This is an optimization exercise on Yosys and OpenROAD, whose aim is small area and few clock cycles, not a production implementation.
Function was checked by simulation only, so behaviour that the tests miss may differ from the original.
Power is estimated from default activity; no workload was simulated.

==> harbor <==
==> flow/design.v <==
module fsk_dem (
    input  wire        clk,
    input  wire        rst,           
    input  wire        cmd_valid,
    output wire        cmd_ready,
    input  wire [31:0] cmd_data,
    input  wire        det_space,
    input  wire        det_mark,
    output reg         out_valid,
    input  wire        out_ready,
    output reg  [7:0]  out_data,
    input  wire [11:0] rd_addr,
    output reg  [31:0] rd_data
);
    localparam [2:0] S_IDLE = 3'd0, S_PSPACE = 3'd1, S_PMARK = 3'd2,
                     S_DECODE = 3'd3, S_DONE = 3'd4, S_ERROR = 3'd5;
    localparam [2:0] C_ILLEGAL = 3'd1, C_STATE = 3'd2, C_FRAME_LEN = 3'd3,
                     C_CFG_MISSING = 3'd4, C_SPF_ZERO = 3'd5,
                     C_SPF_RANGE = 3'd6, C_PREAMBLE = 3'd7;
    localparam [2:0] X_NONE = 3'd0, X_ILL = 3'd1, X_FAULT = 3'd2, X_CFGW = 3'd3,
                     X_STEP = 3'd4, X_START = 3'd5, X_END = 3'd6, X_RST = 3'd7;
    localparam [2:0] P_IDLE = 3'd0, P_MUL = 3'd1, P_ALIGN = 3'd2, P_DIV = 3'd3,
                     P_FIN = 3'd4;
    reg        ill;
    reg [2:0]  d_state;
    reg [2:0]  d_cause;       
    reg [31:0] d_fcmd;        
    reg [31:0] d_baud, d_space, d_mark, d_sr, d_spf;
    reg        started;       
    reg [15:0] d_spf_eff;
    reg [31:0] d_ksym;
    reg [31:0] d_clock, d_spaces, d_marks;
    reg [7:0]  d_acc;
    reg [3:0]  d_bitpos;
    reg        inpay;         
    reg [15:0] remaining;     
    reg [2:0]  p_eff;         
    reg [2:0]  p_arg;         
    reg [2:0]  eph;
    reg        div1;          
    reg [4:0]  cnt;           
    reg        psat;          
    reg        bsat;          
    wire out_free  = !out_valid || out_ready;
    assign cmd_ready = (eph == P_IDLE) && out_free;
    wire take      = cmd_valid && cmd_ready;
    wire in_err    = (d_state == S_ERROR);
    wire [3:0]  h_u = cmd_data[31:28];
    wire [3:0]  h_o = cmd_data[27:24];
    wire [7:0]  h_a = cmd_data[23:16];
    wire [15:0] h_l = cmd_data[15:0];
    wire a_zero = (h_a == 8'd0);
    wire l_zero = (h_l == 16'd0);
    reg legal;
    always @(*) begin
        case (h_o)
            4'h1:    legal = (h_a[7:3] == 5'd0) && (h_a[2:0] <= 3'd4) && (h_l == 16'd1);
            4'h2:    legal = a_zero && l_zero;
            4'h3:    legal = a_zero;
            4'h4:    legal = a_zero && l_zero;
            4'h5:    legal = (h_a[7:2] == 6'd0) && l_zero;
            4'hF:    legal = a_zero && l_zero;
            default: legal = 1'b0;
        endcase
    end
    wire running   = (d_state == S_PSPACE) || (d_state == S_PMARK) || (d_state == S_DECODE);
    wire [15:0] frame_len = d_spf_eff[15:1] + {15'd0, d_spf_eff[0]};
    reg [2:0] h_eff, h_arg;
    always @(*) begin
        h_eff = X_NONE;
        h_arg = 3'd0;
        if (h_u == 4'd0) begin
            if (h_o == 4'd0)
                h_eff = X_NONE;
            else if (h_o == 4'd1 && a_zero && l_zero) begin
                h_eff = X_RST; h_arg = 3'd1;         
            end else
                h_eff = X_ILL;
        end else if (h_u == 4'd1) begin
            h_eff = X_NONE;
        end else if (h_u != 4'd2) begin
            h_eff = X_ILL;
        end else if (!legal) begin
            if (!in_err) begin h_eff = X_FAULT; h_arg = C_ILLEGAL; end
        end else if (h_o == 4'hF) begin
            h_eff = X_RST;
        end else if (in_err) begin
            h_eff = X_NONE;
        end else if ((h_o == 4'h1 || h_o == 4'h2) ? (d_state != S_IDLE) : !running) begin
            h_eff = X_FAULT; h_arg = C_STATE;
        end else begin
            case (h_o)
                4'h1: begin h_eff = X_CFGW; h_arg = h_a[2:0]; end
                4'h2: h_eff = X_START;
                4'h4: h_eff = X_END;
                4'h3: begin
                    if (h_l != frame_len) begin h_eff = X_FAULT; h_arg = C_FRAME_LEN; end
                    else h_eff = X_STEP;
                end
                default: h_eff = X_STEP;
            endcase
        end
    end
    wire       last  = take && (inpay ? (remaining == 16'd1) : l_zero);
    wire [2:0] x_eff = inpay ? p_eff : h_eff;
    wire [2:0] x_arg = inpay ? p_arg : h_arg;
    wire [1:0] cls     = inpay ? {det_mark, det_space} : h_a[1:0];
    wire       c_space = (cls == 2'b01);
    wire       c_mark  = (cls == 2'b10);
    wire [31:0] clk_inc    = d_clock + 32'd1;
    wire        boundary   = (clk_inc == d_ksym);
    wire [31:0] sm_inc     = (c_mark ? d_marks : d_spaces) + 32'd1;
    wire [31:0] spaces_nxt = c_space ? sm_inc : d_spaces;
    wire [31:0] marks_nxt  = c_mark  ? sm_inc : d_marks;
    wire        bit_dec    = (marks_nxt > spaces_nxt);
    wire [31:0] err_dec    = bit_dec ? spaces_nxt : marks_nxt;
    wire [7:0]  acc_nxt    = {bit_dec, d_acc[7:1]};
    wire        cfg_missing = (d_baud == 32'd0) || (d_space == 32'd0) || (d_mark == 32'd0);
    wire        sr_zero     = (d_sr == 32'd0);
    wire [31:0] sr_sel      = sr_zero ? 32'd8000 : d_sr;
    wire        e_sub = (eph != P_MUL);
    wire [31:0] e_b   = (eph == P_MUL) ? d_ksym : (eph == P_ALIGN) ? {d_marks[30:0], 1'b0} : d_marks;
    wire [32:0] e_sum = {1'b0, (eph == P_MUL) ? d_marks : d_spaces} + {1'b0, e_b ^ {32{e_sub}}} + {32'd0, e_sub};
    wire        e_ge  = e_sum[32];    
    wire        al_go  = !psat && !d_marks[31] && e_ge;
    wire        dv_ge  = !psat && e_ge;
    wire [31:0] q_nxt  = {d_clock[30:0], dv_ge};
    wire [15:0] s_nxt  = {1'b0, remaining[15:1]};
    task automatic fault(input [2:0] cause);
        begin
            d_state <= S_ERROR;
            d_cause <= cause;
        end
    endtask
    task automatic reset_unit;
        begin
            d_state   <= S_IDLE;
            d_baud    <= 32'd0;
            d_space   <= 32'd0;
            d_mark    <= 32'd0;
            d_sr      <= 32'd0;
            d_spf     <= 32'd0;
            started   <= 1'b0;
            d_spf_eff <= 16'd0;
            d_ksym    <= 32'd0;
            d_clock   <= 32'd0;
            d_spaces  <= 32'd0;
            d_marks   <= 32'd0;
            d_acc     <= 8'd0;
            d_bitpos  <= 4'd0;
        end
    endtask
    task automatic start_mul(input [15:0] s);
        begin
            remaining <= s;
            d_ksym    <= d_baud;
            bsat      <= 1'b0;
            d_marks   <= 32'd0;
            psat      <= 1'b0;
            d_spaces  <= sr_sel;
            d_clock   <= 32'd0;
            cnt       <= 5'd0;
            eph       <= P_MUL;
        end
    endtask
    always @(posedge clk) begin
        if (rst) begin
            ill       <= 1'b0;
            reset_unit;
            inpay     <= 1'b0;
            out_valid <= 1'b0;
            eph       <= P_IDLE;
        end else begin
            if (out_valid && out_ready)
                out_valid <= 1'b0;
            if (take) begin
                if (!inpay) begin
                    if (!in_err)
                        d_fcmd <= cmd_data;
                    remaining <= h_l;
                    p_eff     <= h_eff;
                    p_arg     <= h_arg;
                    if (!l_zero)
                        inpay <= 1'b1;
                end else begin
                    remaining <= remaining - 16'd1;
                    if (remaining == 16'd1)
                        inpay <= 1'b0;
                end
            end
            if (last) begin
                case (x_eff)
                X_ILL:   ill <= 1'b1;
                X_FAULT: fault(x_arg);
                X_RST: begin
                    reset_unit;
                    if (x_arg[0]) ill <= 1'b0;
                end
                X_CFGW: begin
                    case (x_arg)
                        3'd0: d_baud  <= cmd_data;
                        3'd1: d_space <= cmd_data;
                        3'd2: d_mark  <= cmd_data;
                        3'd3: d_sr    <= cmd_data;
                        default: d_spf <= cmd_data;
                    endcase
                end
                X_START: begin
                    if (cfg_missing) begin
                        fault(C_CFG_MISSING);
                    end else if (d_spf == 32'd0) begin
                        div1 <= 1'b1;
                        start_mul(16'd5);
                    end else if (d_spf[31:16] != 16'd0) begin
                        fault(C_SPF_RANGE);
                    end else begin
                        div1      <= 1'b0;
                        d_spf_eff <= d_spf[15:0];
                        start_mul(d_spf[15:0]);
                    end
                end
                X_END: d_state <= S_DONE;
                X_STEP: begin
                    case (d_state)
                    S_PSPACE: begin
                        if (c_mark)
                            d_state <= S_PMARK;    
                    end
                    S_PMARK: begin
                        if (!c_mark) begin
                            fault(C_PREAMBLE);
                        end else if (boundary) begin
                            d_clock <= 32'd0;
                            d_state <= S_DECODE;
                        end else begin
                            d_clock <= clk_inc;
                        end
                    end
                    default: begin       
                        if (boundary) begin
                            d_spaces <= 32'd0;
                            d_marks  <= 32'd0;
                            d_clock  <= err_dec;
                            if (d_bitpos == 4'd7) begin
                                out_valid <= 1'b1;
                                out_data  <= acc_nxt;
                                d_acc     <= 8'd0;
                                d_bitpos  <= 4'd0;
                            end else begin
                                d_acc     <= acc_nxt;
                                d_bitpos  <= d_bitpos + 4'd1;
                            end
                        end else begin
                            if (c_space) d_spaces <= sm_inc;
                            if (c_mark)  d_marks  <= sm_inc;
                            d_clock <= clk_inc;
                        end
                    end
                    endcase
                end
                default: ;
                endcase
            end
            case (eph)
            P_MUL: begin
                if (remaining[0]) begin
                    d_marks <= e_sum[31:0];
                    psat    <= psat | bsat | e_sum[32];
                end
                d_ksym    <= {d_ksym[30:0], 1'b0};
                bsat      <= bsat | d_ksym[31];
                remaining <= s_nxt;
                if (s_nxt == 16'd0)
                    eph <= P_ALIGN;
            end
            P_ALIGN: begin
                if (al_go) begin
                    d_marks <= {d_marks[30:0], 1'b0};
                    cnt     <= cnt + 5'd1;
                end else begin
                    eph <= P_DIV;
                end
            end
            P_DIV: begin
                if (dv_ge)
                    d_spaces <= e_sum[31:0];
                d_clock <= q_nxt;
                d_marks <= {1'b0, d_marks[31:1]};
                cnt     <= cnt - 5'd1;
                if (cnt == 5'd0) begin
                    if (div1) begin
                        if (q_nxt == 32'd0) begin
                            fault(C_SPF_ZERO);
                            d_clock  <= 32'd0;
                            d_spaces <= 32'd0;
                            d_marks  <= 32'd0;
                            d_ksym   <= 32'd0;
                            eph      <= P_IDLE;
                        end else if (q_nxt[31:16] != 16'd0) begin
                            fault(C_SPF_RANGE);
                            d_clock  <= 32'd0;
                            d_spaces <= 32'd0;
                            d_marks  <= 32'd0;
                            d_ksym   <= 32'd0;
                            eph      <= P_IDLE;
                        end else begin
                            div1      <= 1'b0;
                            d_spf_eff <= q_nxt[15:0];
                            start_mul(q_nxt[15:0]);
                        end
                    end else begin
                        eph <= P_FIN;
                    end
                end
            end
            P_FIN: begin
                d_ksym   <= (d_spaces != 32'd0) ? clk_inc : d_clock;
                d_clock  <= 32'd0;
                d_spaces <= 32'd0;
                d_marks  <= 32'd0;
                started  <= 1'b1;
                d_state  <= S_PSPACE;
                eph      <= P_IDLE;
            end
            default: ;
            endcase
        end
    end
    reg [7:0] cause8;
    always @(*) begin
        case (d_cause)
            C_ILLEGAL:     cause8 = 8'h01;
            C_STATE:       cause8 = 8'h02;
            C_FRAME_LEN:   cause8 = 8'h03;
            C_CFG_MISSING: cause8 = 8'h10;
            C_SPF_ZERO:    cause8 = 8'h11;
            C_SPF_RANGE:   cause8 = 8'h12;
            C_PREAMBLE:    cause8 = 8'h20;
            default:       cause8 = 8'h00;
        endcase
    end
    always @(*) begin
        case (rd_addr)
            12'h000: rd_data = {29'd0, in_err, 1'b0, ill};
            12'h200: rd_data = {16'd0, in_err ? cause8 : 8'd0, 5'd0, d_state};
            12'h204: rd_data = in_err ? d_fcmd : 32'd0;
            12'h210: rd_data = d_baud;
            12'h214: rd_data = d_space;
            12'h218: rd_data = d_mark;
            12'h21C: rd_data = d_sr;
            12'h220: rd_data = d_spf;
            12'h230: rd_data = started ? sr_sel : 32'd0;
            12'h234: rd_data = {16'd0, d_spf_eff};
            12'h238: rd_data = d_ksym;
            12'h240: rd_data = d_clock;
            12'h244: rd_data = d_spaces;
            12'h248: rd_data = d_marks;
            12'h24C: rd_data = {24'd0, d_acc};
            12'h250: rd_data = {28'd0, d_bitpos};
            default: rd_data = 32'd0;
        endcase
    end
endmodule
==> flow/run.sh <==
#!/bin/bash
# synth_recipe.tcl (not shown) runs the flow's synth.tcl, then flattens the netlist and writes it again
# the make line also repeats each setting of config.mk as NAME=value (left out here)
make -C /OpenROAD-flow-scripts/flow DESIGN_CONFIG=/design/flow/config.mk WORK_HOME=/design/flow/orfs CLKGATE_MAP_FILE= SYNTH_SCRIPT=/design/flow/synth_recipe.tcl finish
==> flow/config.mk <==
export PLATFORM = sky130hd
export DESIGN_NAME = fsk_dem
export DESIGN_NICKNAME = fsk_dem
export VERILOG_FILES = /design/flow/design.v
export SDC_FILE = /design/flow/constraint.sdc
export NUM_CORES = 4
export LEC_CHECK = 0
export CAP_MARGIN = 20
export CORE_MARGIN = 2
export CORE_UTILIZATION = 40
export PLACE_DENSITY = 0.6
export SLEW_MARGIN = 20
==> flow/constraint.sdc <==
create_clock -name core_clock -period 10.0 [get_ports {clk}]
set_input_delay 2.0000 -clock core_clock [delete_from_list [all_inputs] [get_ports {clk}]]
set_output_delay 2.0000 -clock core_clock [all_outputs]
set_load 0.01 [all_outputs]
==> lagoon (differences from harbor) <==
--- a/flow/design.v
+++ b/flow/design.v
@@ -25,7 +25,13 @@
     reg [2:0]  d_state;
     reg [2:0]  d_cause;       
     reg [31:0] d_fcmd;        
-    reg [31:0] d_baud, d_space, d_mark, d_sr, d_spf;
+    reg [31:0] r_baud, r_space, r_mark, r_sr, r_spf;
+    reg [4:0]  cfg_w;
+    wire [31:0] d_baud  = cfg_w[0] ? r_baud  : 32'd0;
+    wire [31:0] d_space = cfg_w[1] ? r_space : 32'd0;
+    wire [31:0] d_mark  = cfg_w[2] ? r_mark  : 32'd0;
+    wire [31:0] d_sr    = cfg_w[3] ? r_sr    : 32'd0;
+    wire [31:0] d_spf   = cfg_w[4] ? r_spf   : 32'd0;
     reg        started;       
     reg [15:0] d_spf_eff;
     reg [31:0] d_ksym;
@@ -51,6 +57,7 @@
     wire [15:0] h_l = cmd_data[15:0];
     wire a_zero = (h_a == 8'd0);
     wire l_zero = (h_l == 16'd0);
+    wire d_nz   = !(l_zero && a_zero && (cmd_data[31:24] == 8'd0));
     reg legal;
     always @(*) begin
         case (h_o)
@@ -109,18 +116,20 @@
     wire       c_mark  = (cls == 2'b10);
     wire [31:0] clk_inc    = d_clock + 32'd1;
     wire        boundary   = (clk_inc == d_ksym);
-    wire [31:0] sm_inc     = (c_mark ? d_marks : d_spaces) + 32'd1;
+    wire [31:0] sm_inc     = e_sum[31:0];
     wire [31:0] spaces_nxt = c_space ? sm_inc : d_spaces;
     wire [31:0] marks_nxt  = c_mark  ? sm_inc : d_marks;
     wire        bit_dec    = (marks_nxt > spaces_nxt);
     wire [31:0] err_dec    = bit_dec ? spaces_nxt : marks_nxt;
     wire [7:0]  acc_nxt    = {bit_dec, d_acc[7:1]};
-    wire        cfg_missing = (d_baud == 32'd0) || (d_space == 32'd0) || (d_mark == 32'd0);
-    wire        sr_zero     = (d_sr == 32'd0);
-    wire [31:0] sr_sel      = sr_zero ? 32'd8000 : d_sr;
-    wire        e_sub = (eph != P_MUL);
-    wire [31:0] e_b   = (eph == P_MUL) ? d_ksym : (eph == P_ALIGN) ? {d_marks[30:0], 1'b0} : d_marks;
-    wire [32:0] e_sum = {1'b0, (eph == P_MUL) ? d_marks : d_spaces} + {1'b0, e_b ^ {32{e_sub}}} + {32'd0, e_sub};
+    wire        cfg_missing = !(cfg_w[0] && cfg_w[1] && cfg_w[2]);
+    wire [31:0] sr_sel      = cfg_w[3] ? r_sr : 32'd8000;
+    wire        e_mul = (eph == P_MUL);
+    wire        e_idl = (eph == P_IDLE);
+    wire        e_sub = !e_mul && !e_idl;
+    wire [31:0] e_a   = (e_mul || (e_idl && c_mark)) ? d_marks : d_spaces;
+    wire [31:0] e_b   = e_mul ? d_ksym : e_idl ? 32'd0 : (eph == P_ALIGN) ? ~{d_marks[30:0], 1'b0} : ~d_marks;
+    wire [32:0] e_sum = {1'b0, e_a} + {1'b0, e_b} + {32'd0, !e_mul};
     wire        e_ge  = e_sum[32];    
     wire        al_go  = !psat && !d_marks[31] && e_ge;
     wire        dv_ge  = !psat && e_ge;
@@ -135,11 +144,7 @@
     task automatic reset_unit;
         begin
             d_state   <= S_IDLE;
-            d_baud    <= 32'd0;
-            d_space   <= 32'd0;
-            d_mark    <= 32'd0;
-            d_sr      <= 32'd0;
-            d_spf     <= 32'd0;
+            cfg_w     <= 5'd0;
             started   <= 1'b0;
             d_spf_eff <= 16'd0;
             d_ksym    <= 32'd0;
@@ -153,7 +158,7 @@
     task automatic start_mul(input [15:0] s);
         begin
             remaining <= s;
-            d_ksym    <= d_baud;
+            d_ksym    <= r_baud;      
             bsat      <= 1'b0;
             d_marks   <= 32'd0;
             psat      <= 1'b0;
@@ -198,25 +203,32 @@
                 end
                 X_CFGW: begin
                     case (x_arg)
-                        3'd0: d_baud  <= cmd_data;
-                        3'd1: d_space <= cmd_data;
-                        3'd2: d_mark  <= cmd_data;
-                        3'd3: d_sr    <= cmd_data;
-                        default: d_spf <= cmd_data;
+                        3'd0: r_baud  <= cmd_data;
+                        3'd1: r_space <= cmd_data;
+                        3'd2: r_mark  <= cmd_data;
+                        3'd3: r_sr    <= cmd_data;
+                        default: r_spf <= cmd_data;
+                    endcase
+                    case (x_arg)
+                        3'd0: cfg_w[0] <= d_nz;
+                        3'd1: cfg_w[1] <= d_nz;
+                        3'd2: cfg_w[2] <= d_nz;
+                        3'd3: cfg_w[3] <= d_nz;
+                        default: cfg_w[4] <= d_nz;
                     endcase
                 end
                 X_START: begin
                     if (cfg_missing) begin
                         fault(C_CFG_MISSING);
-                    end else if (d_spf == 32'd0) begin
+                    end else if (!cfg_w[4]) begin
                         div1 <= 1'b1;
                         start_mul(16'd5);
-                    end else if (d_spf[31:16] != 16'd0) begin
+                    end else if (r_spf[31:16] != 16'd0) begin
                         fault(C_SPF_RANGE);
                     end else begin
                         div1      <= 1'b0;
-                        d_spf_eff <= d_spf[15:0];
-                        start_mul(d_spf[15:0]);
+                        d_spf_eff <= r_spf[15:0];
+                        start_mul(r_spf[15:0]);
                     end
                 end
                 X_END: d_state <= S_DONE;
CTS_BUF_LIST = sky130_fd_sc_hd__clkbuf_16   (was unset)
CTS_CLUSTER_DIAMETER = 105   (was unset)
CTS_CLUSTER_SIZE = 22   (was unset)
==> qor summary <==
item	harbor	lagoon
Status	finished clean	finished clean
Cell taking the most area after synthesis	sky130_fd_sc_hd__dfxtp_1	sky130_fd_sc_hd__edfxtp_1
Clock power frac	48.6%	35.8%
Syn_area_per_cell	7.69 um2	8.54 um2
# Taps	978	940
Maximum number of pins on one net before global-route repair	145	129
Final-layout clock buffer total	62	25
Nets	3960	3352
Total CTS buffers	47	25
Mux share of post-synthesis cell area	2.02%	3.30%
Stage delay of the slowest cell on the critical path	630 ps	580 ps
Logic gate share of total power	7.5%	9.3%
Worst slew margin	15.2%	16.7%
Post-Synthesis Net Count	4097	3442
Met3 track utilization from global routing	11.6%	11.3%
Finished Cell Area	33700 um2	31000 um2
M1 GR Usage	53.9%	53.1%
Testbench counts of harbor, summed over its fixed seeds: cycles 89,361.
Testbench counts of lagoon, summed over its fixed seeds: cycles 89,361.

[re-timing with driven ports]
The flow's constraints put no driver on any port. The routed layouts listed below were extracted and timed again, unchanged, in two steps.
Step 1 sets driving cells, clkbuf_16 on the clock port and buf_2 on the other inputs (assumed; they add their load-dependent delay and slew).
Step 2 times the ports against the registers' clock, not the clock port: input delays grow and output delays shrink by t, the midpoint of the rising clock arrivals with the driver on.
a / b / c = ideal / step 1 / step 2; a / b = the first two.
run | t (ns) | setup WS [ns] | worst hold slack (ns) | worst setup path after step 2
harbor | 0.683 | 1.503 / 1.548 / 0.865 | 0.475 / 0.475 / 0.475 | input to register
lagoon | 0.678 | 0.940 / 0.987 / 0.309 | 0.486 / 0.486 / 0.486 | input to register
After both steps every run listed still meets setup and hold. The setup slack of harbor, which loses most, moves by +0.045 ns with the drivers and by -0.638 ns with both steps.
